Background: an optimization exercise with open tools, aiming at small area, a short achievable clock period and few clock cycles. Do not read the settings as production practice. Where RTL was checked, it was by simulation tests only, not by an equivalence proof against the original. No functional check of the RTL was part of runs 3 and 4. No activity file was given, so power comes from the tool's default toggle rates.

`design/flow/design.v`:
```
module sampa_elink_step (
    input  wire [1:0]  st,
    input  wire [5:0]  rem,
    input  wire        nw_one,   
    input  wire [49:0] win0,     
    input  wire [49:0] win1,     
    output reg  [1:0]  st_n,
    output reg  [5:0]  rem_n,
    output reg         emit,
    output reg         word,     
    output wire        pos       
);
    localparam [49:0] SYNC = 50'h1555540F00113;
    localparam [1:0] S_HUNT   = 2'd0;
    localparam [1:0] S_HEADER = 2'd1;
    localparam [1:0] S_DATA   = 2'd2;
    wire sync0 = (win0 == SYNC);
    wire sync1 = (win1 == SYNC);
    wire end0 = (rem == 6'd1);
    wire end1 = (rem == 6'd2);
    assign pos = end0;
    wire [2:0] pkt    = end0 ? win0[9:7] : win1[9:7];
    wire       nzw    = end0 ? (|win0[19:10]) : (|win1[19:10]);
    wire       hsync  = end0 ? sync0 : sync1;
    wire       pkt_sy = (pkt == 3'd2);
    wire       pkt_dt = (pkt != 3'd0) && (pkt != 3'd2) && (pkt != 3'd5);
    wire [5:0] rem_d2 = rem - 6'd2;
    reg        next_data;
    always @* begin
        st_n      = st;
        emit      = 1'b0;
        word      = 1'b0;
        next_data = 1'b0;
        rem_n     = rem_d2;
        if (st == S_HUNT) begin
            if (rem[5:1] == 5'd0)
                rem_n = 6'd0;
            if ((rem[5:1] == 5'd0) && sync0) begin
                st_n  = S_HEADER;
                rem_n = 6'd49;
            end else if ((rem[5:2] == 4'd0) && (rem[1:0] != 2'd3) && sync1) begin
                st_n  = S_HEADER;
                rem_n = 6'd50;
            end
        end else if (end0 || end1) begin
            if (st == S_HEADER) begin
                emit = pkt_dt || (pkt_sy && !hsync);
                if (pkt_dt && nzw) begin
                    st_n      = S_DATA;
                    next_data = 1'b1;
                end
            end else begin
                emit = 1'b1;
                word = 1'b1;
                if (nw_one)
                    st_n = S_HEADER;
                else
                    next_data = 1'b1;
            end
            rem_n = next_data ? (end0 ? 6'd9 : 6'd10) : (end0 ? 6'd49 : 6'd50);
        end
    end
endmodule
module sampa_elink (
    input  wire        clk,
    input  wire        rst,
    input  wire        clr,         
    input  wire        take,        
    input  wire        b0,
    input  wire        b1,
    input  wire        pop,         
    input  wire [9:0]  nw_in,       
    output reg         slot_valid,
    output reg         slot_word,   
    output reg         slot_pos,    
    output wire        slot_emit,   
    output reg  [50:0] sr,          
    output reg  [9:0]  nw           
);
    reg  [1:0] st;
    reg  [5:0] rem;
    wire [1:0] st_n;
    wire [5:0] rem_n;
    wire       emit_n, word_n, pos_n;
    sampa_elink_step u_step (
        .st(st), .rem(rem), .nw_one(nw == 10'd1),
        .win0({b0, sr[50:2]}), .win1({b1, b0, sr[50:3]}),
        .st_n(st_n), .rem_n(rem_n),
        .emit(emit_n), .word(word_n), .pos(pos_n)
    );
    wire emit = take & emit_n;
    assign slot_emit = emit;
    always @(posedge clk) begin
        if (rst) begin
            st         <= 2'd0;
            rem        <= 6'd50;
            slot_valid <= 1'b0;
        end else begin
            if (clr) begin
                st  <= 2'd0;
                rem <= 6'd50;
            end else if (take) begin
                st  <= st_n;
                rem <= rem_n;
            end
            if (emit)
                slot_valid <= 1'b1;
            else if (pop)
                slot_valid <= 1'b0;
        end
        if (take)
            sr <= {b1, b0, sr[50:2]};
        if (pop)
            nw <= nw_in;
        if (emit) begin
            slot_word <= word_n;
            slot_pos  <= pos_n;
        end
    end
endmodule
module sampa_decoder (
    input  wire        clk,
    input  wire        rst,
    input  wire        in_valid,
    output wire        in_ready,
    input  wire [31:0] in_word,
    input  wire [15:0] in_mask,
    input  wire        clear,
    output wire        out_valid,
    input  wire        out_ready,
    output wire [3:0]  out_elink,
    output wire [1:0]  out_kind,
    output wire [49:0] out_data
);
    localparam N = 16;
    wire [N-1:0]    slot_valid;
    wire [N-1:0]    slot_word;
    wire [N-1:0]    slot_pos;
    wire [N-1:0]    slot_emit;
    wire [51*N-1:0] slot_sr;
    wire [10*N-1:0] slot_nw;
    wire [9:0]      nw_new;
    reg        a_v, b_v;
    reg [55:0] a_sym, b_sym;    
    reg        rdy;             
    wire q_pop  = a_v & out_ready;
    wire q_room = ~b_v | q_pop;
    wire [N-1:0] grant = slot_valid & (~slot_valid + {{(N-1){1'b0}}, 1'b1});
    wire         any   = |slot_valid;
    wire         push  = any & q_room;
    wire [N-1:0] pop   = grant & {N{q_room}};
    reg        r_v, r_clr;
    reg [31:0] r_word;
    reg [15:0] r_mask;
    wire accept = r_v & rdy;                 
    wire r_free = ~r_v | rdy;                
    wire eclr   = r_clr & r_free;            
    assign in_ready  = r_free;
    assign out_valid = a_v;
    assign {out_elink, out_kind, out_data} = a_sym;
    always @(posedge clk) begin
        if (rst) begin
            r_v   <= 1'b0;
            r_clr <= 1'b0;
        end else if (r_free) begin
            r_v   <= in_valid;
            r_clr <= clear;
        end else begin
            r_clr <= r_clr | clear;
        end
        if (r_free & in_valid) begin
            r_word <= in_word;
            r_mask <= in_mask;
        end
    end
    genvar e;
    generate
        for (e = 0; e < N; e = e + 1) begin : g_elink
            sampa_elink u_elink (
                .clk        (clk),
                .rst        (rst),
                .clr        (eclr),
                .take       (accept & ~r_mask[e]),
                .b0         (r_word[2*e+1]),
                .b1         (r_word[2*e]),
                .pop        (pop[e]),
                .slot_valid (slot_valid[e]),
                .slot_word  (slot_word[e]),
                .slot_pos   (slot_pos[e]),
                .slot_emit  (slot_emit[e]),
                .nw_in      (nw_new),
                .sr         (slot_sr[51*e +: 51]),
                .nw         (slot_nw[10*e +: 10])
            );
        end
    endgenerate
    integer k;
    reg [50:0] sel_sr;
    reg        sel_word, sel_pos;
    reg [3:0]  sel_elink;
    reg [9:0]  sel_nw;
    reg [49:0] win;
    reg [55:0] sym;
    always @* begin
        sel_sr    = 51'd0;
        sel_word  = 1'b0;
        sel_pos   = 1'b0;
        sel_elink = 4'd0;
        sel_nw    = 10'd0;
        for (k = 0; k < N; k = k + 1) begin
            sel_sr    = sel_sr | (slot_sr[51*k +: 51] & {51{grant[k]}});
            sel_word  = sel_word | (slot_word[k] & grant[k]);
            sel_pos   = sel_pos | (slot_pos[k] & grant[k]);
            sel_elink = sel_elink | (k[3:0] & {4{grant[k]}});
            sel_nw    = sel_nw | (slot_nw[10*k +: 10] & {10{grant[k]}});
        end
        win = sel_pos ? sel_sr[49:0] : sel_sr[50:1];
        if (sel_word)
            sym = {sel_elink, 2'd1, 40'd0, win[49:40]};
        else
            sym = {sel_elink, (win[9:7] == 3'd2) ? 2'd2 : 2'd0, win};
    end
    assign nw_new = sel_word ? sel_nw - 10'd1 : win[19:10];
    wire [N-1:0] slots_n = (slot_valid & ~pop) | slot_emit;
    wire         none_n  = ~|slots_n;
    wire         one_n   = ~|(slots_n & (slots_n - {{(N-1){1'b0}}, 1'b1})) & ~none_n;
    wire         b_v_n   = q_pop ? (b_v & push) : (b_v | (a_v & push));
    always @(posedge clk) begin
        if (rst) begin
            a_v <= 1'b0;
            b_v <= 1'b0;
            rdy <= 1'b1;
        end else begin
            rdy <= none_n | (one_n & ~b_v_n);
            if (q_pop) begin
                a_v <= b_v | push;
                b_v <= b_v & push;
            end else begin
                a_v <= a_v | push;
                b_v <= b_v | (a_v & push);
            end
        end
        if (q_pop | ~a_v)
            a_sym <= b_v ? b_sym : sym;
        if (push & (q_pop ? b_v : a_v))
            b_sym <= sym;
    end
endmodule
```
`design/flow/flow/run.sh`:
```
#!/bin/bash
set -euo pipefail
bash standard.sh SETUP_SLACK_MARGIN=6.4 finish > standard_flow.log 2>&1
```
`design/flow/standard.sh`:
```
#!/bin/bash
# synth_recipe.tcl (not shown) runs the flow's synth.tcl, then flattens the netlist and writes it again
# the make line also repeats each setting of config.mk as NAME=value (left out here)
make -C /OpenROAD-flow-scripts/flow DESIGN_CONFIG=/design/flow/config.mk WORK_HOME=/design/flow/orfs CLKGATE_MAP_FILE= SYNTH_SCRIPT=/design/flow/synth_recipe.tcl "${@:-finish}"
```
`design/flow/config.mk`:
```
export PLATFORM = sky130hd
export DESIGN_NAME = sampa_decoder
export DESIGN_NICKNAME = sampa_decoder
export VERILOG_FILES = /design/flow/design.v
export SDC_FILE = /design/flow/constraint.sdc
export NUM_CORES = 4
export LEC_CHECK = 0
export ABC_CLOCK_PERIOD_IN_PS = 3500
export CAP_MARGIN = 20
export CORE_MARGIN = 2
export CORE_UTILIZATION = 40
export SLEW_MARGIN = 20
```
`design/flow/constraint.sdc`:
```
create_clock -name core_clock -period 10.0 [get_ports {clk}]
set_input_delay 2.0000 -clock core_clock [delete_from_list [all_inputs] [get_ports {clk}]]
set_output_delay 2.0000 -clock core_clock [all_outputs]
set_load 0.01 [all_outputs]
```
==> run summary, run 1 <==
- Min-Delay Path Depth: 0
* Number of H-tree levels: 4
* Clock Path Buffers: 3
- Of the cells placed in the final design, the portion with a size suffix greater than 1 is 17.5%.
* Number of top-level pins: 111
* Compound-cell area share of the yosys netlist: 12.3%
- Global routing consumed, on the met3 layer, 4.33% of the routing resources.
- Unique masters post-synth: 94
- Initial antenna violation count: 1
- In this run the static leakage power is 24.2 nW.
* Pre-Repair DR Iteration Count: 6
- Grt peak-use layer: met2
- After Yosys synthesis, XOR and XNOR cells account for 0.562% of the synthesized area.
- Via count of the first global-routing pass: 41709
- Global routing consumed, over all layers together, 25.3% of the routing resources.
- The routed layout has 44506 vias.
- Top cells by area, synth: edfxtp_1 59%, dfxtp_1 5.0%, nor4bb_1 3.1%, nand2_1 3.0%, nor2_1 1.7%
- Series of cell instances along the critical path: nor4_4 > buf_4 > and4_4 > buf_12 > a222oi_1 > nand4_1 > a221oi_4 > and3_4 > buf_6 > buf_12 > mux2_4 > mux2_4
* Mux cell area share after synthesis: 1.97%
- Summing the areas of all and, or, nand and nor instances in the mapped netlist gives 18.4% of the synthesized area.
* Power Density: 162 mW/mm2
- The number of slew-limit violations in the final report was 0.
- Together, buffers and inverters on the worst path number 4.
- The most critical setup path has its startpoint at g_elink[6].u_elink.slot_valid.
* Dominant cell by count in the synthesized netlist: edfxtp_1
- Start-to-end type of the worst setup path: flip-flop to flip-flop
- Across all setup checks in the final design, the least slack found is 6.03 ns.
- Prior to clock tree synthesis, the placed netlist has a worst setup slack of 4.27 ns.
- The final layout contains 5057 nets.
* Placed wire-length estimate: 134000 um
- Broken down by cell family, the worst path's largest delay share belongs to compound AO/OA/AOI/OAI gates.
- Worst setup slack for register-to-register paths: 6.03 ns
- Highest Clock Rate: 252 MHz
* Final hold violations: 0
- Post-synthesis net count: 4767
- Layout-stage area growth over the synthesis result: 21.5%
* Average wire length per cell after detail routing: 28.5 um
- Clk Latency, worst-skew pair: 0.79 ns
- Measured along the x axis, the die boundary spans 389 um.
* Core outline area: 0.147 mm2
* Average cell area after synthesis: 12.6 um2
- STA classifies the critical path startpoint as a flip-flop.
- Post-synth top area share: 59.2%
- Proportion of synthesized chip area in sequential cells: 64.2%
- Global routing finished with a remaining overflow of 0.
- Setup repair after global routing missed its margin: yes
* Worst slew pin tran: 1.16 ns
- Post-synthesis adder-cell area fraction: 0.397%
* Post-layout power: 11.6 mW
* Commonest cells in the synthesized netlist: 1168 x edfxtp_1, 474 x nand2_1, 264 x nor2_1, 186 x nor4bb_1, 174 x o21ai_0
- For this design, the slowest cell found on the critical path is a222oi_1.
- The worst hold path begins at r_word[4].
- Summed over all instances, the cell type with the most area after synthesis is edfxtp_1.
- Cts-stage hold buffer count: 0
- Number of synthesized register bits: 1317
- Yosys synthesis warning count: 3
- Total CTS buffers: 147
* Fin Clk Skew: 0.0336 ns
- Required time of the critical path: 10.53 ns
- The placed instances occupy a cell area of 0.0625 mm2.
- Final Instance Area: 0.0720 mm2
* Clock sinks: 1317
* Outcome: finished clean
* Part of the cycle the worst path needs: 39.7%
* Buffers on Ports: 110
- Critical register-to-register path endpoint: a_sym[9]
- The clock period could shrink to 3.97 ns.
- The worst setup path is captured at a flip-flop.
- Fill cells in the final layout number 12656.
- The tightest min-delay check is of the flip-flop to flip-flop type.
- Setup violations remaining at the end of the flow were counted as 0.
- Met1 routing resource usage after global routing: 34.0%
- Of all nets on the critical path, the largest fanout is 5.
- Ratio of routed vias to standard cells: 6.32
- The initial utilization of the core area, before any placement, comes to 40.2%.
- Met2 track demand over resource: 39.5%
- The worst-case IR drop observed on VDD is 0.000177 V.
- The floorplan has 141 rows.
* First-pass GRT wire length: 285000 um
* Hold worst-path end: g_elink[2].u_elink.sr[50]
* Antenna Violating Nets Remaining: 0
* Async set or reset register ratio after synthesis: 0%
* Synthesized instance count: 4696
* Final wirelength: 201000 um
- Post-synthesis instance area: 0.0592 mm2
- Die Area: 0.151 mm2
- Main flop type after synthesis: edfxtp_1
* DIE HEIGHT: 389 um
- Main combinational cell family by area after synthesis: simple AND/OR/NAND/NOR gates
- Max-cap check violation count: 0
* Library cell used as clock root buffer: clkbuf_16
* Number of DRC markers in iteration 0: 5873
- For this run, design rule violations remaining after detail routing come to 0.
- The worst pin sits at a relative slew slack of 22.6%.
- STA puts the critical path data arrival time at 4.50 ns.
- Setup TNS Final: 0 ns
- TritonCTS built the clock tree.
* Weighted congestion reported at the end of routability-driven placement: 0.962
* Smallest hold slack: 0.455 ns
* Highest cell delay on the worst timing path: 0.87 ns
- Length in cells of the worst reg-to-reg path: 12
* Worst reg2reg path startpoint: g_elink[6].u_elink.slot_valid
- Clk pin slew, worst setup/hold paths: 0.06 ns
* Post-synth EDFFs: 1168
* Maximum number of pins on one net before global-route repair: 67
[stage by stage]
stage	cells	util [%]
floorplan	4696	-
global placement	6578	42.4
detailed placement	6578	42.4
CTS	6964	47.9
global route	7035	48.9
finish	7039	48.9
[sequential cells by signal, indices dropped and copies added, names as in the netlist, 16 cells and up]
| register | count |
|---|---|
| a_sym | 56 |
| b_sym | 56 |
| g_elink.u_elink.nw | 160 |
| g_elink.u_elink.rem | 96 |
| g_elink.u_elink.slot_pos | 16 |
| g_elink.u_elink.slot_valid | 16 |
| g_elink.u_elink.slot_word | 16 |
| g_elink.u_elink.sr | 816 |
| g_elink.u_elink.st | 32 |
| r_mask | 16 |
| r_word | 32 |
[worst max-delay path by stage]
stage,endpoint,slack (ns),cells after the start
2_1_floorplan,rdy,6.17,10
3_3_place_gp,rdy,4.21,10
3_5_place_dp,a_sym[1],4.27,10
4_1_cts,a_sym[9],6.05,11
5_1_grt,a_sym[9],6.07,11
6_report,a_sym[9],6.03,12
[repair_timing]
| action | in CTS | in global routing |
|---|---|---|
| resized for setup | 449 | 147 |
| setup endpoints to repair | 430 | 280 |
| cloned | 34 | 9 |
| setup buffers | 84 | 62 |
| pin swaps | 46 | 81 |
[power by group]
part | internal [mW] | switching [mW]
registers | 6.06 | 0.120
logic | 0.0755 | 0.132
clock network | 2.99 | 2.26
[layout make-up]
| class | instances | area (um2) | area share [%] |
|---|---|---|---|
| timing repair buffer | 354 | 4240 | 5.89 |
| antenna | 4 | 10.0 | 0.0139 |
| inverter | 104 | 410 | 0.570 |
| clock buffer | 198 | 3980 | 5.53 |
| tap | 1930 | 2410 | 3.35 |
| multi-input combinational | 3062 | 22200 | 30.9 |
| clock inverter | 70 | 609 | 0.846 |
| sequential | 1317 | 38100 | 52.9 |
[worst reg2reg max path, stage by stage (launching register included)]
cell and delay [ns]:
dfxtp_4 0.38, nor4_4 0.05, buf_4 0.15, and4_4 0.19
buf_12 0.14, a222oi_1 0.87, nand4_1 0.46, a221oi_4 0.36
and3_4 0.29, buf_6 0.11, buf_12 0.12, mux2_4 0.32
mux2_4 0.26
[per-layer routing]
layer / up-vias / share of wire [%]
li1: 19482 / -
met3: 432 / 8.6
met2: 2426 / 46
met1: 22166 / 40
met4: 0 / 6.0
met5: - / 0
[logic make-up (layout without fill, tap and decap cells)]
logic type	Yosys count	count (layout)
other	0	4
AO/OA/AOI/OAI	1006	1014
flip-flops	1317	1317
XOR/XNOR	38	38
adder cells (fa/ha/maj)	19	19
multiplexers	108	108
AND/OR/NAND/NOR	1882	1883
buffers and inverters	326	726
[cells in the final DEF, fill, tap and decap left out, drive strengths merged, types with 55 or more instances in the layout]
cell type    netlist  routed
edfxtp          1168    1168
nand2            474     474
nor2             264     264
buf               67     227
clkbuf           155     206
o21ai            179     187
nor4bb           186     186
nand3            172     172
a21oi            169     169
dfxtp            149     149
a22oi            111     111
nor4             110     110
inv              101     109
a221oi           106     106
nor3             105     105
nand4             90      90
o211ai            71      71
and3              70      71
mux2              69      69
nor4b             58      58
dlygate4sd2        0      55
Testbench counts, summed over its fixed seeds: cycles 21,280.
==> inputs of run 2 (changes only) <==
==> design/flow/run.sh (new file) <==
#!/bin/bash
# synth_recipe.tcl (not shown) runs the flow's synth.tcl, then flattens the netlist and writes it again
# the make line also repeats each setting of config.mk as NAME=value (left out here)
make -C /OpenROAD-flow-scripts/flow DESIGN_CONFIG=/design/flow/config.mk WORK_HOME=/design/flow/orfs CLKGATE_MAP_FILE= SYNTH_SCRIPT=/design/flow/synth_recipe.tcl finish
--- a/design/flow/config.mk
+++ b/design/flow/config.mk
@@ -9,4 +9,5 @@
 export CAP_MARGIN = 20
 export CORE_MARGIN = 2
 export CORE_UTILIZATION = 40
+export SETUP_SLACK_MARGIN = 5
 export SLEW_MARGIN = 20
removed: design/flow/flow/run.sh
removed: design/flow/standard.sh
==> run summary, run 2 <==
* Total CTS buffers: 144
- Of all flip-flops after synthesis, the portion carrying an async set or reset was 0%.
- For this run, the number of Yosys warnings is 3.
- Met3 usage in global routing: 4.45%
- The net count of the finished layout is 4871.
* DR DRC count: 0
- Leaving out fill and tap cells, the most frequent cell in the layout is edfxtp_1.
- The number of slew-limit violations in the final report was 0.
- Post-layout power: 11.6 mW
* Grt peak-use layer: met2
- Max-cap check violation count: 0
- Number of H-tree levels: 4
- Relative to the synthesized area, the layout overhead comes to 13.6%.
- Registers with the highest flip-flop counts: g_elink.u_elink.sr: 816 flops, g_elink.u_elink.nw: 160 flops, g_elink.u_elink.rem: 96 flops
- Wires add up to 184000 um.
* Via count of the first global-routing pass: 40184
* Clock sinks: 1317
- Summed over all failing endpoints, the final setup total negative slack is 0 ns.
- At the placement stage, the worst setup path has a slack of 4.22 ns.
- Counting every instance in the synthesized netlist gives 4696.
- Max reg flops: 816
- For this run, the share of the core covered by cells in the final layout is 45.7%.
* Met1 routing resource usage after global routing: 32.3%
- Cell area reported after detailed placement: 0.0625 mm2
- Of the available clock period, the critical path in the final layout requires 49.1%.
* Die Area: 0.151 mm2
- Required time of the critical path: 10.53 ns
- Main flop type after synthesis: edfxtp_1
* Worst slew margin relative to its limit: 21.2%
- The number of endpoints with negative hold slack in the final report came to 0.
- Power spread over the standard cell area amounts to 173 mW/mm2.
- In this run the static leakage power is 21.8 nW.
* Critical path fanouts, max: 53
- In the post-synthesis netlist, the cell with the most instances is edfxtp_1.
- Setup violations remaining at the end of the flow were counted as 0.
- Clk pin slew, worst setup/hold paths: 0.06 ns
* Antenna Violating Nets Remaining: 0
* Portion of total power attributed to the clock network: 45.3%
- The worst setup path is captured at a flip-flop.
- Routability-driven placement finished with a final weighted congestion of 0.980.
- Fin Clk Skew: 0.0357 ns
- Per report_power, the combinational group accounts for 1.7% of the total.
- In this run, placement finished with an instance count of 6581.
* Slowest stage cell on the critical path: a222oi_1
- Number of synthesized register bits: 1317
- After synthesis, the cell types taking the most area are edfxtp_1 59%, dfxtp_1 5.0%, nor4bb_1 3.1%, nand2_1 3.0%, nor2_1 1.7%.
* Number of top-level pins: 111
* Series of cell instances along the critical path: buf_12 > nor4_2 > buf_4 > and4_2 > buf_6 > a222oi_1 > nand4_1 > a221oi_4 > and3_4 > buf_6 > mux2_2 > mux2_2
* Final Instance Area: 0.0673 mm2
- IR analysis of the VDD net gives a maximum drop of 0.000158 V.
- First-pass GRT wire length: 270000 um
* Pre-Repair DR Iteration Count: 8
- Minimum clock period: 4.91 ns
* Top reg by flops: g_elink.u_elink.sr
- Sorting the synthesized cells by how often they occur yields 1168 x edfxtp_1, 474 x nand2_1, 264 x nor2_1, 186 x nor4bb_1, 174 x o21ai_0.
- Clock Path Buffers: 3
- Outcome: finished clean
- The synthesized design devotes to its leading area cell type 59.2% of total area.
* Setup slack after layout: 5.09 ns
- Clk Latency, worst-skew pair: 0.79 ns
* Ratio of routed vias to standard cells: 6.19
- Averaged over all synthesized cells, the footprint is 12.6 um2.
- In this run switching power makes up 21.5% of total power.
- Non-filler cells in the finished layout: 6845
- Horizontal die dimension: 389 um
* Maximum number of pins on one net before global-route repair: 84
* Buffer and inverter count on the worst path: 4
* Setup repair after global routing missed its margin: yes
- Smallest hold slack: 0.454 ns
- The kind of cell with the highest combined delay along the critical path is simple AND/OR/NAND/NOR gates.
- Total global routing overflow: 0
- Average wire length per cell after detail routing: 26.9 um
* Initial antenna violation count: 3
- Counting distinct cell types in the post-synthesis netlist gives 94.
- Once the floorplan was initialized, standard cells occupied 40.2% of the core.
- Post-synthesis net count: 4767
- Core outline area: 0.147 mm2
* Internal Power: 9.15 mW
- Startpoint class of the critical path: flip-flop
* Buffers on Ports: 110
* Highest cell delay on the worst timing path: 0.82 ns
- Global routing used 37.7% of the available met2 tracks.
- Number of DRC markers in iteration 0: 5713
- The routed layout has 42399 vias.
- TritonCTS built the clock tree.
- Highest Clock Rate: 204 MHz
* Start-to-end type of the worst setup path: flip-flop to flip-flop
- The initialized floorplan defines 141 standard-cell rows.
- DIE HEIGHT: 389 um
- Summed over all instances, the cell type with the most area after synthesis is edfxtp_1.
* Aggregate global-route resource usage: 23.8%
- For this design the total switching power over the nets is 2.50 mW.
- Worst slew pin tran: 1.17 ns
- Layout cell share with drive strength beyond 1: 9.55%
- Placed wire-length estimate: 133000 um
- Sequential cells were found to cover 64.2% of the synthesized design area.
- Library cell used as clock root buffer: clkbuf_16
- STA puts the critical path data arrival time at 5.44 ns.
- The path class of the tightest hold or removal check is flip-flop to flip-flop.
* Post-synthesis instance area: 0.0592 mm2
* Post-synth EDFFs: 1168
- Highest-count cells in the layout ignoring fill and taps: 1168 x edfxtp_1, 472 x nand2_1, 259 x nor2_1, 186 x nor4bb_1, 172 x nand3_1
- Sequential power share: 53.0%
## run 2: cell types whose count changed in the layout (fill, tap and decap cells not counted), moves of 35 or more
cell	change
a221oi_1	+64
a221oi_2	-50
buf_4	-64
buf_6	-35
clkdlybuf4s50_1	+59
dlygate4sd2_1	-55
## run 2: power by group through the flow
stage / logic [mW] / registers (mW) / clock network [mW]
after floorplan: 0.126 / 6.23 / 0
after global placement: 0.198 / 6.29 / 0
after detailed placement: 0.201 / 6.29 / 0
after CTS: 0.201 / 6.17 / 5.37
after global routing: 0.216 / 6.19 / 5.58
final: 0.199 / 6.18 / 5.27
## run 2: cell families (layout without fill, tap and decap cells)
family,count (synthesis),count (layout),share of synthesized area [%]
AOI/OAI and AO/OA,1006,1006,12.3
xor gates and xnor gates,38,38,0.562
adders and majority gates,19,19,0.397
buffers and inverters,326,542,2.18
DFF,1317,1317,64.2
muxes,108,108,1.97
other,0,2,0
and+or+nand+nor,1882,1883,18.4
## run 2: area by class of cell
| cell class | instances | area (um2) |
|---|---|---|
| diodes | 2 | 5.00 |
| clock buffers | 182 | 3880 |
| clock inverters | 77 | 733 |
| fillers | 13165 | 80000 |
| inverters | 104 | 390 |
| multi-input cells | 3054 | 20100 |
| flip-flops and latches | 1317 | 38100 |
| well taps | 1930 | 2410 |
| repair buffers | 179 | 1680 |
## run 2: final timing paths
check                                                    from                   endpoint  slack, ns  depth (start not counted)
worst max-delay path            g_elink[1].u_elink.slot_valid                   a_sym[3]       5.09                         12
worst max register to register  g_elink[1].u_elink.slot_valid                   a_sym[3]       5.09                         12
worst min-delay path                                r_word[4]  g_elink[2].u_elink.sr[50]       0.45                          0
worst min register to register                      r_word[4]  g_elink[2].u_elink.sr[50]       0.45                          0
## run 2: worst reg2reg max path, delay by kind of cell, from the launching register on
| kind | cells | cell delay [ns] |
|---|---|---|
| compound gates | 2 | 1.25 |
| simple gates | 4 | 1.24 |
| buf+inv | 4 | 1.01 |
| mux | 2 | 0.67 |
| flops | 1 | 0.51 |
## run 2: metal layers
metal	up-vias	share of wire, %
li1	19037	-
met1	21096	41
met2	1933	46
met3	329	8.0
met4	4	4.5
met5	-	0.015
## run 2: what timing repair did
item,CTS,global route
gates cloned,2,0
setup buffers,1,0
resized for setup,19,3
setup endpoints to repair,251,49
pin swaps,3,2
hold buffers,0,0
endpoints found under the hold margin,0,0
==> inputs of run 3 (changes only) <==
--- a/design/flow/design.v
+++ b/design/flow/design.v
@@ -69,11 +69,14 @@
     input  wire        b0,
     input  wire        b1,
     input  wire        pop,         
+    input  wire        nw_we,       
     input  wire [9:0]  nw_in,       
     output reg         slot_valid,
     output reg         slot_word,   
     output reg         slot_pos,    
     output wire        slot_emit,   
+    output wire        slot_word_n, 
+    output wire        slot_pos_n,  
     output reg  [50:0] sr,          
     output reg  [9:0]  nw           
 );
@@ -89,7 +92,9 @@
         .emit(emit_n), .word(word_n), .pos(pos_n)
     );
     wire emit = take & emit_n;
-    assign slot_emit = emit;
+    assign slot_emit   = emit;
+    assign slot_word_n = emit ? word_n : slot_word;
+    assign slot_pos_n  = emit ? pos_n : slot_pos;
     always @(posedge clk) begin
         if (rst) begin
             st         <= 2'd0;
@@ -110,12 +115,10 @@
         end
         if (take)
             sr <= {b1, b0, sr[50:2]};
-        if (pop)
+        if (nw_we)
             nw <= nw_in;
-        if (emit) begin
-            slot_word <= word_n;
-            slot_pos  <= pos_n;
-        end
+        slot_word <= slot_word_n;
+        slot_pos  <= slot_pos_n;
     end
 endmodule
 module sampa_decoder (
@@ -140,13 +143,17 @@
     wire [51*N-1:0] slot_sr;
     wire [10*N-1:0] slot_nw;
     wire [9:0]      nw_new;
+    reg  [9:0]      nw_wb;      
+    reg  [N-1:0]    nw_sel;     
     reg        a_v, b_v;
     reg [55:0] a_sym, b_sym;    
     reg        rdy;             
     wire q_pop  = a_v & out_ready;
     wire q_room = ~b_v | q_pop;
-    wire [N-1:0] grant = slot_valid & (~slot_valid + {{(N-1){1'b0}}, 1'b1});
-    wire         any   = |slot_valid;
+    reg  [N-1:0] grant;
+    reg          g_word, g_pos;
+    wire [N-1:0] slot_word_n, slot_pos_n;
+    wire         any   = |grant;
     wire         push  = any & q_room;
     wire [N-1:0] pop   = grant & {N{q_room}};
     reg        r_v, r_clr;
@@ -188,7 +195,10 @@
                 .slot_word  (slot_word[e]),
                 .slot_pos   (slot_pos[e]),
                 .slot_emit  (slot_emit[e]),
-                .nw_in      (nw_new),
+                .slot_word_n(slot_word_n[e]),
+                .slot_pos_n (slot_pos_n[e]),
+                .nw_we      (nw_sel[e]),
+                .nw_in      (nw_wb),
                 .sr         (slot_sr[51*e +: 51]),
                 .nw         (slot_nw[10*e +: 10])
             );
@@ -196,41 +206,41 @@
     endgenerate
     integer k;
     reg [50:0] sel_sr;
-    reg        sel_word, sel_pos;
     reg [3:0]  sel_elink;
     reg [9:0]  sel_nw;
     reg [49:0] win;
     reg [55:0] sym;
     always @* begin
         sel_sr    = 51'd0;
-        sel_word  = 1'b0;
-        sel_pos   = 1'b0;
         sel_elink = 4'd0;
         sel_nw    = 10'd0;
         for (k = 0; k < N; k = k + 1) begin
             sel_sr    = sel_sr | (slot_sr[51*k +: 51] & {51{grant[k]}});
-            sel_word  = sel_word | (slot_word[k] & grant[k]);
-            sel_pos   = sel_pos | (slot_pos[k] & grant[k]);
             sel_elink = sel_elink | (k[3:0] & {4{grant[k]}});
             sel_nw    = sel_nw | (slot_nw[10*k +: 10] & {10{grant[k]}});
         end
-        win = sel_pos ? sel_sr[49:0] : sel_sr[50:1];
-        if (sel_word)
+        win = g_pos ? sel_sr[49:0] : sel_sr[50:1];
+        if (g_word)
             sym = {sel_elink, 2'd1, 40'd0, win[49:40]};
         else
             sym = {sel_elink, (win[9:7] == 3'd2) ? 2'd2 : 2'd0, win};
     end
-    assign nw_new = sel_word ? sel_nw - 10'd1 : win[19:10];
+    assign nw_new = g_word ? sel_nw - 10'd1 : win[19:10];
     wire [N-1:0] slots_n = (slot_valid & ~pop) | slot_emit;
     wire         none_n  = ~|slots_n;
     wire         one_n   = ~|(slots_n & (slots_n - {{(N-1){1'b0}}, 1'b1})) & ~none_n;
     wire         b_v_n   = q_pop ? (b_v & push) : (b_v | (a_v & push));
+    wire [N-1:0] grant_n = slots_n & (~slots_n + {{(N-1){1'b0}}, 1'b1});
     always @(posedge clk) begin
         if (rst) begin
             a_v <= 1'b0;
             b_v <= 1'b0;
             rdy <= 1'b1;
+            grant <= {N{1'b0}};
+            nw_sel <= {N{1'b0}};
         end else begin
+            grant <= grant_n;
+            nw_sel <= pop;
             rdy <= none_n | (one_n & ~b_v_n);
             if (q_pop) begin
                 a_v <= b_v | push;
@@ -240,6 +250,9 @@
                 b_v <= b_v | (a_v & push);
             end
         end
+        nw_wb  <= nw_new;
+        g_word <= |(grant_n & slot_word_n);
+        g_pos  <= |(grant_n & slot_pos_n);
         if (q_pop | ~a_v)
             a_sym <= b_v ? b_sym : sym;
         if (push & (q_pop ? b_v : a_v))
==> design/flow/flow/run.sh (new file) <==
#!/bin/bash
set -euo pipefail
bash standard.sh SETUP_SLACK_MARGIN=6.6 finish > standard_flow.log 2>&1
==> design/flow/standard.sh (new file) <==
#!/bin/bash
# synth_recipe.tcl (not shown) runs the flow's synth.tcl, then flattens the netlist and writes it again
# the make line also repeats each setting of config.mk as NAME=value (left out here)
make -C /OpenROAD-flow-scripts/flow DESIGN_CONFIG=/design/flow/config.mk WORK_HOME=/design/flow/orfs CLKGATE_MAP_FILE= SYNTH_SCRIPT=/design/flow/synth_recipe.tcl "${@:-finish}"
--- a/design/flow/config.mk
+++ b/design/flow/config.mk
@@ -9,5 +9,4 @@
 export CAP_MARGIN = 20
 export CORE_MARGIN = 2
 export CORE_UTILIZATION = 40
-export SETUP_SLACK_MARGIN = 5
 export SLEW_MARGIN = 20
removed: design/flow/run.sh
==> run summary, run 3 <==
* Setup repair after global routing missed its margin: yes
- The cell that appears most often on the critical path is buf_6.
- Synthesis produced a netlist whose cell count is 4564.
* Clk Latency, worst-skew pair: 0.84 ns
- Part of the cycle the worst path needs: 37.3%
* Minimum clock period: 3.73 ns
- Max IR drop VDD: 0.000133 V
- Vias after detailed routing: 46816
- The die covers 0.151 mm2.
- In this run the critical register-to-register path is launched from grant[0].
- The congestion estimate from routability-driven global placement came to 1.06.
* Setup slack after layout: 6.27 ns
- Series of cell instances along the critical path: buf_4 > buf_6 > nand2_2 > a221o_2 > or4b_4 > nor4_4 > buf_6 > and3_1 > a221oi_1 > nand3_1
* Number of top-level pins: 111
- CTS tree: built
- For this run, asynchronously set or reset flops after synthesis account for 0%.
* Total global routing overflow: 0
* Total CTS buffers: 150
* Maximum number of pins on one net before global-route repair: 66
- Ratio of routed vias to standard cells: 6.76
* Max-cap check violation count: 0
- The critical path is of the flip-flop to flip-flop type.
- Highest cell delay on the worst timing path: 0.69 ns
* Startpoint class of the critical path: flip-flop
* Highest Clock Rate: 268 MHz
- The register with the most flip-flops in the layout has 816 of them.
- Initial antenna violation count: 18
- Aggregate global-route resource usage: 32.7%
- Worst setup slack after placement: 4.69 ns
- After synthesis the cells add up to 0.0592 mm2.
- At the end of the flow, the number of nets in the layout was 4936.
- Average wire length per cell after detail routing: 36.7 um
* Length in cells of the worst reg-to-reg path: 10
- After the first detailed-routing iteration, the DRC count stood at 8355.
- Clock Path Buffers: 3
* Fin Clk Skew: 0.0580 ns
- Final hold violations: 0
- Required time of the critical path: 10.72 ns
- Counting instances, the worst hold path has a depth of 0.
* Starting density of the core: 40.2%
- Placement row count: 141
* Filler cells: 12905
- Unique masters post-synth: 97
* Buffer and inverter count on the worst path: 3
- Horizontal die dimension: 389 um
- Final max-slew violation count: 0
* Largest area contributor in the synthesized netlist: edfxtp_1
- Of the post-synthesis cell area, the dominant cell type holds 57.6%.
- The first global-routing pass estimated 345000 um of wire.
* Worst Setup End Kind: flip-flop
* Commonest cells in the synthesized netlist: 1136 x edfxtp_1, 323 x nor2_1, 291 x a22oi_1, 233 x nand2_1, 225 x dfxtp_1
* Number of setup violations in the final report: 0
* Main flop type after synthesis: edfxtp_1
* Power Density: 176 mW/mm2
* Pre-Repair DR Iteration Count: 14
- Leaving out fill and tap cells, the most frequent cell in the layout is edfxtp_1.
* Clk pin slew, worst setup/hold paths: 0.06 ns
- Yosys printed 3 warnings.
- Worst setup slack for register-to-register paths: 6.27 ns
- Core outline area: 0.147 mm2
- Layout-stage area growth over the synthesis result: 18.4%
- Worst slew margin relative to its limit: 22.6%
- Dividing the synthesized area by the synthesized cell count gives 13.0 um2.
- After detailed routing, the total wire length is 254000 um.
* Number of synthesized register bits: 1361
- Worst slew pin tran: 1.16 ns
* Via count of the first global-routing pass: 42455
- Clock sinks: 1361
* Antenna Violating Nets Remaining: 0
- Top Family by Delay on Critical Path: simple AND/OR/NAND/NOR gates
- After legalization and detailed placement, the total HPWL measured 182000 um.
- Dominant cell by count in the synthesized netlist: edfxtp_1
* Top reg by flops: g_elink.u_elink.sr
* Post-layout power: 12.3 mW
- Hold path startpoint: r_word[30]
* Hold worst-path end: g_elink[15].u_elink.sr[50]
* Top cells by area, synth: edfxtp_1 58%, dfxtp_1 7.6%, a22oi_1 3.7%, nor4bb_1 2.8%, nor2_1 2.0%
- Critical path launch point: grant[0]
- Layout cell share with drive strength beyond 1: 17.5%
* DR DRC count: 0
- Summing the sequential cell areas from Yosys gives 65.2% of the chip area.
* Smallest hold slack: 0.459 ns
- The die is 389 um tall.
- After routing, the total negative slack on setup checks comes to 0 ns.
- The worst hold path belongs to the class flip-flop to flip-flop.
* Outcome: finished clean
* Post-synth EDFFs: 1136
- Summed over all cells, the static leakage comes to 23.5 nW.
* Number of H-tree levels: 4
- The largest individual stage delay along the critical path comes from the cell dfxtp_2.
* Data arrival time at the worst-slack endpoint: 4.45 ns
* Post-synthesis net count: 4636
- Registers with the highest flip-flop counts: g_elink.u_elink.sr: 816 flops, g_elink.u_elink.nw: 160 flops, g_elink.u_elink.rem: 96 flops
- In this run the worst path has a maximum fanout of 31.
- Highest-count cells in the layout ignoring fill and taps: 1136 x edfxtp_1, 309 x nor2_1, 291 x a22oi_1, 228 x nand2_1, 203 x dfxtp_1
- Library cell used as clock root buffer: clkbuf_16
- Buffers on Ports: 110
* Critical register-to-register path endpoint: g_word
run 3: cell types whose count changed after synthesis, moves of 44 or more:
cell and delta:
and3_1 -50, a22o_1 +84, a222oi_1 -46, nand2_1 -241
dfxtp_1 +76, a32oi_1 -44, nor2_1 +59, o211ai_1 -48
a22oi_1 +180
run 3: routing by layer:
metal | vias to the layer above | routed length, um | part of all wire, % | track usage (%)
met5 | - | 189 | 0.074 | 0
met4 | 10 | 18100 | 7.1 | 18.4
met3 | 720 | 37200 | 15 | 12.2
met2 | 3705 | 104000 | 41 | 46.2
met1 | 23256 | 94300 | 37 | 43.1
li1 | 19125 | - | - | -
run 3: cells by family (layout without fill, tap and decap cells):
kind of cell | Yosys count | in the layout | share of synthesized area, %
adders and majority gates | 20 | 20 | 0.419
AOI/OAI and AO/OA | 1093 | 1093 | 13.2
DFF | 1361 | 1361 | 65.2
and+or+nand+nor | 1666 | 1666 | 16.8
buffers and inverters | 281 | 705 | 1.83
xor gates and xnor gates | 34 | 34 | 0.503
muxes | 109 | 109 | 2.00
other | 0 | 12 | 0
run 3: repair_timing:
item,CTS,global route
resized for setup,419,66
buffers inserted,98,46
gates cloned,1,3
endpoints found under the setup margin,193,103
pin swaps,53,19
hold buffers,0,0
run 3: worst max-delay path by stage:
| stage | to | slack (ns) | cells past startpoint |
|---|---|---|---|
| after floorplan | rdy | 5.78 | 12 |
| after global placement | g_word | 4.69 | 9 |
| after detailed placement | g_word | 4.69 | 9 |
| after CTS | g_word | 6.34 | 12 |
| after global routing | g_word | 6.26 | 11 |
| final | g_word | 6.27 | 10 |
run 3: per-stage QoR:
| step | util, % | instance area (um2) | instances |
|---|---|---|---|
| 4_1_cts | 47.0 | 69300 | 6869 |
| 2_1_floorplan | - | 59200 | 4564 |
| 5_1_grt | 47.5 | 70000 | 6919 |
| 3_5_place_dp | 42.6 | 62800 | 6494 |
| 6_report | 47.6 | 70100 | 6930 |
| 3_3_place_gp | 42.6 | 62700 | 6493 |
run 3: final cells by class:
class	count	area [um2]	area share [%]
Clock inverter	86	943	1.35
Multi-Input combinational cell	2922	20700	29.6
Antenna cell	12	30.0	0.0429
Tap cell	1930	2410	3.45
Clock buffer	190	4010	5.72
Sequential cell	1361	38700	55.2
Inverter	80	315	0.450
Timing Repair Buffer	349	2950	4.21
run 3: power by group:
group / switching (mW) / total, mW / internal [mW]
logic: 0.177 / 0.266 / 0.0896
clock network: 2.45 / 5.68 / 3.23
registers: 0.153 / 6.37 / 6.22
==> inputs of run 4 (changes only) <==
--- a/design/flow/design.v
+++ b/design/flow/design.v
@@ -149,7 +149,7 @@
     reg [55:0] a_sym, b_sym;    
     reg        rdy;             
     wire q_pop  = a_v & out_ready;
-    wire q_room = ~b_v | q_pop;
+    wire q_room = ~b_v;
     reg  [N-1:0] grant;
     reg          g_word, g_pos;
     wire [N-1:0] slot_word_n, slot_pos_n;
@@ -175,7 +175,7 @@
         end else begin
             r_clr <= r_clr | clear;
         end
-        if (r_free & in_valid) begin
+        if (r_free) begin
             r_word <= in_word;
             r_mask <= in_mask;
         end
==> design/flow/flow/run.sh (replaced) <==
#!/bin/bash
set -euo pipefail
bash standard.sh SETUP_SLACK_MARGIN=6.8 finish > standard_flow.log 2>&1
==> design/flow/config.mk (replaced) <==
export PLATFORM = sky130hd
export DESIGN_NAME = sampa_decoder
export DESIGN_NICKNAME = sampa_decoder
export VERILOG_FILES = /design/flow/design.v
export SDC_FILE = /design/flow/constraint.sdc
export NUM_CORES = 4
export LEC_CHECK = 0
export CAP_MARGIN = 20
export CORE_MARGIN = 2
export CORE_UTILIZATION = 60
export SLEW_MARGIN = 20
==> run summary, run 4 <==
- Post-synthesis net count: 4631
- Including well taps, the total number of placed cells is 5824.
- The H-tree generated during clock tree synthesis spans 4 levels.
- The cell sitting at the root of the clock tree is a clkbuf_16.
- In this run the standard cell core region covers 0.0978 mm2.
- DR DRC count: 0
- The largest registers in the layout are g_elink.u_elink.sr: 816 flops, g_elink.u_elink.nw: 160 flops, g_elink.u_elink.rem: 96 flops.
* Number of DRC markers in iteration 0: 9734
- Among all flip-flop cells after synthesis, the most frequent one is edfxtp_1.
- Fin Clk Skew: 0.0348 ns
* Initial antenna violation count: 19
- The HPWL after detailed placement is 176000 um.
- Post-synthesis instance area: 0.0590 mm2
- For the worst setup path, the data arrival time is 4.41 ns.
* Worst setup slack after placement: 5.26 ns
* Number of synthesized register bits: 1361
* Worst slew margin relative to its limit: 18.6%
- The number of buffers and inverters on the critical path is 0.
* Post-synth top area share: 57.8%
- For the worst setup path, the data required time is 10.64 ns.
* Clk pin slew, worst setup/hold paths: 0.06 ns
- Of all flip-flops after synthesis, the portion carrying an async set or reset was 0%.
- Start-to-end type of the worst setup path: flip-flop to flip-flop
- Entering global routing, the biggest net connects 70 pins.
- Number of setup violations in the final report: 0
- Total global routing overflow: 0
- By area the synthesized netlist is led by edfxtp_1 58%, dfxtp_1 7.6%, a22oi_1 3.8%, nor4bb_1 2.4%, nor2_1 2.1%.
- edfxtp_1 is the most common cell in the netlist.
* Filler cells: 6799
- Among cell families on the critical path, the largest total delay comes from simple AND/OR/NAND/NOR gates.
- For hold timing, the worst endpoint is g_elink[14].u_elink.slot_pos.
- The worst setup path is launched from a flip-flop.
- Unique masters post-synth: 94
- In this run, synthesis inferred 1136 flip-flops with an integrated enable.
- The die is 318 um wide.
- Worst setup slack for register-to-register paths: 6.23 ns
- CTS saw 1361 sinks.
- In the final routed layout, each cell accounts on average for 39.5 um.
* Outcome: finished clean
- Among all stages on the critical path, the largest delay is contributed by edfxtp_1.
* Layout cell share with drive strength beyond 1: 17.9%
* Worst reg2reg path startpoint: g_elink[12].u_elink.sr[40]
- The worst hold path begins at g_elink[14].u_elink.slot_pos.
- Weighted congestion reported at the end of routability-driven placement: 1.14
* Min-Delay Path Depth: 1
- For this run, the total global-route usage over all layers was measured as 48.2%.
- Length in cells of the worst reg-to-reg path: 10
- For this run, the slowest stage of the critical path takes 0.65 ns.
* Die Area: 0.101 mm2
- Traced cell by cell, the critical path runs through nor4bb_1 > nand4_1 > nor4_4 > o22ai_1 > a21oi_2 > nand2_1 > or3_1 > o21bai_1 > a22oi_2 > o41ai_2.
- Proportion of synthesized chip area in sequential cells: 65.5%
- Commonest cells in the synthesized netlist: 1136 x edfxtp_1, 323 x nor2_1, 298 x a22oi_1, 228 x nand2_1, 225 x dfxtp_1
- Excluding fillers, the count of instances in the completed layout stands at 6256.
* Final core occ: 70.7%
- Final wirelength: 247000 um
* Via count of the first global-routing pass: 43364
- Final max-slew violation count: 0
- The worst-case IR drop observed on VDD is 0.000166 V.
- Clock Path Buffers: 3
- CTS tree: built
- The initial utilization of the core area, before any placement, comes to 60.3%.
* Minimum clock period: 3.77 ns
- After routing, the total negative slack on setup checks comes to 0 ns.
- The worst path uses 37.7% of the clock period.
- Number of top-level pins: 111
* Leading cell type in the layout, fill and taps excluded: edfxtp_1
- Row generation in the floorplan step produced 115 rows.
- Final hold violations: 0
- The design draws 12.0 mW.
* Pre-Repair DR Iteration Count: 14
- Compared with the post-synthesis result, the final layout area differs by 17.3%.
* First-pass GRT wire length: 338000 um
* Highest Clock Rate: 265 MHz
* Ratio of routed vias to standard cells: 7.68
- Worst Setup End Kind: flip-flop
- Of all nets on the critical path, the largest fanout is 7.
* Largest area contributor in the synthesized netlist: edfxtp_1
- At the pin with the least slew margin, the transition time is 1.22 ns.
- Setup slack after layout: 6.23 ns
- In this run the tool buffered the top-level ports with 110 buffer cells.
- In the layout the commonest cells are 1136 x edfxtp_1, 297 x a22oi_1, 297 x nor2_1, 220 x nand2_1, 202 x dfxtp_1.
- At the later pin of the worst-skew pair, clock insertion delay measures 0.79 ns.
- Average cell area after synthesis: 12.9 um2
* Cts-stage hold buffer count: 0
- Top reg by flops: g_elink.u_elink.sr
* Critical register-to-register path endpoint: rdy
* Total CTS buffers: 144
- Power Density: 174 mW/mm2
* Type of the tightest min-delay check: flip-flop to flip-flop
- The routed layout has 48062 vias.
- Max-cap check violation count: 0
- Synthesized instance count: 4559
- Antenna Violating Nets Remaining: 0
- Summed over all cells, the static leakage comes to 23.6 nW.
- For this run, the post-layout net count is 4919.
- Setup repair after global routing could not meet its margin everywhere.
* DIE HEIGHT: 318 um
- Yosys synthesis warning count: 3
- Max reg flops: 816
==> run 4: changes by cell type in the layout (fill, tap and decap cells not counted), moves of 14 or more <==
| cell | previous run | this run |
|---|---|---|
| or3_1 | 9 | 26 |
| inv_1 | 63 | 77 |
| and2_1 | 43 | 19 |
| nor4bb_1 | 153 | 117 |
==> run 4: logic make-up after synthesis <==
kind of cell             count (synthesis)  synth area share, %
AO/OA/AOI/OAI                         1100                 13.3
multiplexers                           112                 2.05
adder cells (fa/ha/maj)                 22                0.456
AND/OR/NAND/NOR                       1625                 16.2
XOR/XNOR                                38                0.564
buffers and inverters                  301                 1.92
flip-flops                            1361                 65.5
==> run 4: layer usage <==
layer	routed length, um	track usage, %
met5	79	0
met2	95300	63.6
met4	23400	33.7
met1	84300	63.8
met3	44000	21.0
==> run 4: power by group <==
part | internal, mW | switching, mW | total, mW | leakage, nW
sequential | 6.21 | 0.152 | 6.37 | 12.5
clock | 3.07 | 2.32 | 5.39 | 2.26
combinational | 0.0878 | 0.170 | 0.258 | 8.79
total | 9.37 | 2.64 | 12.0 | 23.6
==> run 4: timing repair <==
item,CTS,global route
setup endpoints to repair,305,147
resized for setup,463,112
pin swaps,48,53
cloned,4,0
buffers inserted,104,56
==> run 4: metrics by stage <==
| step | hold slack [ns] | instance area, um2 |
|---|---|---|
| 3_5_place_dp | 0.432 | 61700 |
| 3_3_place_gp | 0.426 | 61600 |
| 6_report | 0.456 | 69200 |
| 2_1_floorplan | 0.406 | 59000 |
| 4_1_cts | 0.445 | 68100 |
| 5_1_grt | 0.470 | 69200 |
==> run 4: final cells by class <==
| class | instances | area, um2 | share of cell area (%) |
|---|---|---|---|
| diodes | 7 | 17.5 | 0.0253 |
| clock buffers | 188 | 3890 | 5.63 |
| clock inverters | 73 | 767 | 1.11 |
| inverters | 94 | 374 | 0.541 |
| multi-input cells | 2898 | 20900 | 30.2 |
| flip-flops and latches | 1361 | 38700 | 55.9 |
| well taps | 1287 | 1610 | 2.33 |
| repair buffers | 347 | 2920 | 4.22 |
| repair inverters | 1 | 8.76 | 0.0127 |
==> run 4: worst max-delay path by stage <==
stage | from | end | slack (ns) | cells after the start
2_1_floorplan | out_ready | b_sym[0] | 6.37 | 3
6_report | g_elink[12].u_elink.sr[40] | rdy | 6.23 | 10
3_3_place_gp | g_elink[5].u_elink.sr[12] | g_pos | 4.31 | 10
3_5_place_dp | rdy | g_pos | 5.26 | 13
5_1_grt | g_elink[2].u_elink.sr[31] | grant[14] | 6.22 | 14
4_1_cts | rdy | in_ready | 6.34 | 3
==> inputs of run 5 (changes only) <==
--- a/design/flow/design.v
+++ b/design/flow/design.v
@@ -69,7 +69,6 @@
     input  wire        b0,
     input  wire        b1,
     input  wire        pop,         
-    input  wire        nw_we,       
     input  wire [9:0]  nw_in,       
     output reg         slot_valid,
     output reg         slot_word,   
@@ -115,7 +114,7 @@
         end
         if (take)
             sr <= {b1, b0, sr[50:2]};
-        if (nw_we)
+        if (pop)
             nw <= nw_in;
         slot_word <= slot_word_n;
         slot_pos  <= slot_pos_n;
@@ -143,13 +142,11 @@
     wire [51*N-1:0] slot_sr;
     wire [10*N-1:0] slot_nw;
     wire [9:0]      nw_new;
-    reg  [9:0]      nw_wb;      
-    reg  [N-1:0]    nw_sel;     
     reg        a_v, b_v;
     reg [55:0] a_sym, b_sym;    
     reg        rdy;             
     wire q_pop  = a_v & out_ready;
-    wire q_room = ~b_v;
+    wire q_room = ~b_v | q_pop;
     reg  [N-1:0] grant;
     reg          g_word, g_pos;
     wire [N-1:0] slot_word_n, slot_pos_n;
@@ -175,7 +172,7 @@
         end else begin
             r_clr <= r_clr | clear;
         end
-        if (r_free) begin
+        if (r_free & in_valid) begin
             r_word <= in_word;
             r_mask <= in_mask;
         end
@@ -197,8 +194,7 @@
                 .slot_emit  (slot_emit[e]),
                 .slot_word_n(slot_word_n[e]),
                 .slot_pos_n (slot_pos_n[e]),
-                .nw_we      (nw_sel[e]),
-                .nw_in      (nw_wb),
+                .nw_in      (nw_new),
                 .sr         (slot_sr[51*e +: 51]),
                 .nw         (slot_nw[10*e +: 10])
             );
@@ -237,10 +233,8 @@
             b_v <= 1'b0;
             rdy <= 1'b1;
             grant <= {N{1'b0}};
-            nw_sel <= {N{1'b0}};
         end else begin
             grant <= grant_n;
-            nw_sel <= pop;
             rdy <= none_n | (one_n & ~b_v_n);
             if (q_pop) begin
                 a_v <= b_v | push;
@@ -250,7 +244,6 @@
                 b_v <= b_v | (a_v & push);
             end
         end
-        nw_wb  <= nw_new;
         g_word <= |(grant_n & slot_word_n);
         g_pos  <= |(grant_n & slot_pos_n);
         if (q_pop | ~a_v)
==> design/flow/flow/run.sh (replaced) <==
#!/bin/bash
set -euo pipefail
bash standard.sh SETUP_SLACK_MARGIN=6.6 finish > standard_flow.log 2>&1
--- a/design/flow/config.mk
+++ b/design/flow/config.mk
@@ -5,7 +5,8 @@
 export SDC_FILE = /design/flow/constraint.sdc
 export NUM_CORES = 4
 export LEC_CHECK = 0
+export ABC_CLOCK_PERIOD_IN_PS = 3500
 export CAP_MARGIN = 20
 export CORE_MARGIN = 2
-export CORE_UTILIZATION = 60
+export CORE_UTILIZATION = 40
 export SLEW_MARGIN = 20
==> run summary, run 5 <==
- The run finished with no timing, DRC or antenna violations.
- Main flop type after synthesis: edfxtp_1
* Highest cell delay on the worst timing path: 0.50 ns
- Cell count along the critical path: 11
* First-pass GRT wire length: 342000 um
- DIE HEIGHT: 388 um
- The root buffer cell chosen for the clock tree is clkbuf_16.
- Among all cell types in the netlist, the one instantiated most often is edfxtp_1.
- The worst setup path is captured at a flip-flop.
- Final wirelength: 250000 um
* Setup TNS Final: 0 ns
- Placed wire-length estimate: 178000 um
- Global routing used 32.4% of the available tracks.
- Starting density of the core: 40.3%
- Placement row count: 140
- DR DRC count: 0
- Die Area: 0.150 mm2
- Prior to clock tree synthesis, the placed netlist has a worst setup slack of 4.73 ns.
* Highest Clock Rate: 274 MHz
* Clk Latency, worst-skew pair: 0.82 ns
- Top reg by flops: g_elink.u_elink.sr
- Setup slack after layout: 6.35 ns
- Length in cells of the worst reg-to-reg path: 11
* Final max-slew violation count: 0
* Post-synthesis instance area: 0.0589 mm2
* Maximum number of pins on one net before global-route repair: 71
- Post-synth top area share: 58.0%
- Total power for the finished layout comes to 11.6 mW.
* Hold worst-path end: g_elink[12].u_elink.sr[26]
- The count of cells in the finished layout, fillers not included, comes to 6863.
- Setup repair after global routing could not meet its margin everywhere.
* Pleak: 22.8 nW
- Across all register-to-register paths, the minimum setup slack is 6.35 ns.
- Number of top-level pins: 111
- Largest area contributor in the synthesized netlist: edfxtp_1
* Average wire length per cell after detail routing: 36.4 um
- Post-synth EDFFs: 1136
* Highest-count cells in the layout ignoring fill and taps: 1136 x edfxtp_1, 331 x nor2_1, 296 x a22oi_1, 227 x nand2_1, 177 x dfxtp_1
- Series of cell instances along the critical path: nor4bb_4 > nand4_1 > nor4_4 > buf_4 > o22ai_4 > or3_4 > nor4_4 > nand3_4 > o32ai_2 > o21ai_1 > o31ai_2
- Unique masters post-synth: 109
* Number of nets in the layout: 4894
* Top Family by Delay on Critical Path: simple AND/OR/NAND/NOR gates
- In the routed layout, each cell is associated on average with a via count of 6.75.
- Start-to-end type of the worst setup path: flip-flop to flip-flop
* Min-Delay Path Depth: 0
- Part of the cycle the worst path needs: 36.5%
- Startpoint class of the critical path: flip-flop
- Number of synthesized register bits: 1335
* Core outline area: 0.146 mm2
* Fin Clk Skew: 0.0380 ns
- Max IR drop VDD: 0.000173 V
- Average cell area after synthesis: 12.9 um2
- Initial antenna violation count: 16
- In the final layout, the share of cells above drive strength 1 is 16.4%.
* Data arrival time at the worst-slack endpoint: 4.34 ns
- For the pin with the worst max-slew slack, the measured transition is 1.18 ns.
* Hold path startpoint: g_elink[12].u_elink.sr[28]
* Number of DRC markers in iteration 0: 7833
- Worst path most repeated cell: nor4_4
- Antenna Violating Nets Remaining: 0
- Async set or reset register ratio after synthesis: 0%
* Pre-Repair DR Iteration Count: 9
- After clock tree synthesis, the clock-pin slew on the worst setup and hold paths is 0.06 ns.
* Post-synthesis net count: 4649
* Max-cap check violation count: 0
- Number of setup violations in the final report: 0
- Buffers on Ports: 110
* Clock Path Buffers: 3
- Top cells by area, synth: edfxtp_1 58%, dfxtp_1 6.8%, a22oi_1 3.8%, nor4bb_1 2.6%, nor2_1 2.2%
- Via count of the first global-routing pass: 42478
* Yosys synthesis warning count: 3
- The floorplan step set the die width to 388 um.
* Minimum clock period: 3.65 ns
* Max reg flops: 816
- After detailed placement, the design holds a cell count of 6475.
* Total global routing overflow: 0
* Critical register-to-register path endpoint: rdy
* Required time of the critical path: 10.70 ns
- TritonCTS built the clock tree.
- Leading cell type in the layout, fill and taps excluded: edfxtp_1
- Proportion of synthesized chip area in sequential cells: 64.7%
- Vias after detailed routing: 46343
* Critical path fanouts, max: 8
- The largest individual stage delay along the critical path comes from the cell edfxtp_1.
- Synthesis produced 4579 cells.
- Worst slew margin relative to its limit: 20.6%
- Power Density: 169 mW/mm2
- Final hold violations: 0
- Worst reg2reg path startpoint: g_elink[2].u_elink.sr[7]
* Buffer and inverter count on the worst path: 1
- Commonest cells in the synthesized netlist: 1136 x edfxtp_1, 345 x nor2_1, 296 x a22oi_1, 228 x nand2_1, 199 x dfxtp_1
- Clock sinks: 1335
* Number of H-tree levels: 4
- Type of the tightest min-delay check: flip-flop to flip-flop
* Total CTS buffers: 145
- Registers with the highest flip-flop counts: g_elink.u_elink.sr: 816 flops, g_elink.u_elink.nw: 160 flops, g_elink.u_elink.rem: 96 flops
* Weighted congestion reported at the end of routability-driven placement: 1.05
* Layout-stage area growth over the synthesis result: 16.7%
-- run 5: cell count changes after synthesis, sizes merged, moves of 10 or more --
cell and delta:
and2 +19, o2111ai -10, nor2 +23, nor4 +10, a31oi +15, nor3b -11
nand3 -16, nor4bb +14, a21o -10, dfxtp -26, a211oi +30, a21oi -20
-- run 5: report_power, final --
group	leakage, nW	switching (mW)	total [mW]	internal, mW
Combinational	8.44	0.172	0.255	0.0834
Sequential	12.3	0.154	6.27	6.12
Clock	2.10	2.29	5.09	2.80
Total	22.8	2.61	11.6	9.00
-- run 5: repair_timing --
item                       4_1_cts  5_1_grt
gates resized for setup        422       72
buffers inserted                91       26
cloned                           2        0
hold buffers                     0        0
setup endpoints to repair      308      188
pin swaps                       52       36
-- run 5: worst max-delay path by stage --
stage                                   start  end  slack [ns]
finish               g_elink[2].u_elink.sr[7]  rdy        6.35
global route         g_elink[2].u_elink.sr[7]  rdy        6.33
CTS                 g_elink[6].u_elink.sr[22]  rdy        6.41
detailed placement                  out_ready  rdy        4.73
global placement                    out_ready  rdy        4.72
floorplan                           out_ready  rdy        6.04
-- run 5: metal layers --
| metal | part of all wire, % | vias up | routed length, um | global-route usage (%) |
|---|---|---|---|---|
| li1 | - | 19026 | - | - |
| met1 | 37 | 22990 | 93500 | 42.9 |
| met2 | 41 | 3648 | 101000 | 44.9 |
| met3 | 15 | 665 | 36300 | 12.5 |
| met4 | 7.3 | 14 | 18300 | 19.2 |
| met5 | 0.19 | - | 483 | 0.574 |
-- run 5: cells by family (layout without fill, tap and decap cells) --
group	count (synthesis)	count (layout)	synth area share, %
AOI/OAI and AO/OA	1119	1119	13.7
xor gates and xnor gates	42	42	0.625
adders and majority gates	19	19	0.395
buffers and inverters	311	668	2.03
DFF	1335	1335	64.7
muxes	107	107	1.98
other	0	10	0
and+or+nand+nor	1646	1646	16.5
-- run 5: worst reg2reg max path: stages (launching register included) --
cell and delay (ns):
edfxtp_1 0.50, nor4bb_4 0.40, nand4_1 0.36, nor4_4 0.25
buf_4 0.21, o22ai_4 0.10, or3_4 0.41, nor4_4 0.39
nand3_4 0.23, o32ai_2 0.28, o21ai_1 0.15, o31ai_2 0.26
-- run 5: per-stage QoR --
stage	util [%]	area (um2)	hold WS [ns]
6_report	47.1	68700	0.465
5_1_grt	47.1	68700	0.480
4_1_cts	46.7	68100	0.461
3_5_place_dp	42.7	62300	0.456
3_3_place_gp	42.7	62300	0.447
2_1_floorplan	-	58900	0.406
-- run 5: cell type report --
type,count,area (um2)
Multi-Input combinational cell,2933,20900
Clock buffer,202,3970
Tap cell,1917,2400
Timing Repair Buffer,309,2530
Clock inverter,57,399
Fill cell,12911,77200
Inverter,100,382
Sequential cell,1335,38100
Antenna cell,10,25.0
Testbench counts of run 5, summed over its fixed seeds: cycles 21,280.

==> separate check: timing with driven ports <==
Ports are ideal in the flow. The routed layouts listed here were re-timed in OpenROAD.
Step 1: set_driving_cell puts a clkbuf_16 on clk and a buf_2 on each other input, an assumption about the parent block.
Step 2, shift: input delay + t, output delay - t, t = (earliest + latest rising clock arrival at the registers) / 2. This alone moves slack from input paths to output paths.
a / b / c = ideal ports / drivers / drivers and shift; a / b = the first two.
run | t (ns) | slack for setup (ns) | worst register clock-pin slew, ns | pins driven straight from the clock port
run 1 | 0.861 | 6.035 / 6.035 / 5.625 | 0.07 / 0.07 | 1
run 2 | 0.852 | 5.091 / 5.091 / 4.310 | 0.07 / 0.07 | 1
run 3 | 0.887 | 6.272 / 6.272 / 5.463 | 0.07 / 0.07 | 1
run 4 | 0.851 | 6.231 / 6.231 / 6.105 | 0.07 / 0.07 | 1
run 5 | 0.884 | 6.353 / 6.353 / 5.604 | 0.07 / 0.07 | 1
After both steps setup and hold are still met in every run listed. The setup slack of run 3, which loses most, moves by 0.000 ns with the drivers and by -0.809 ns with both steps.
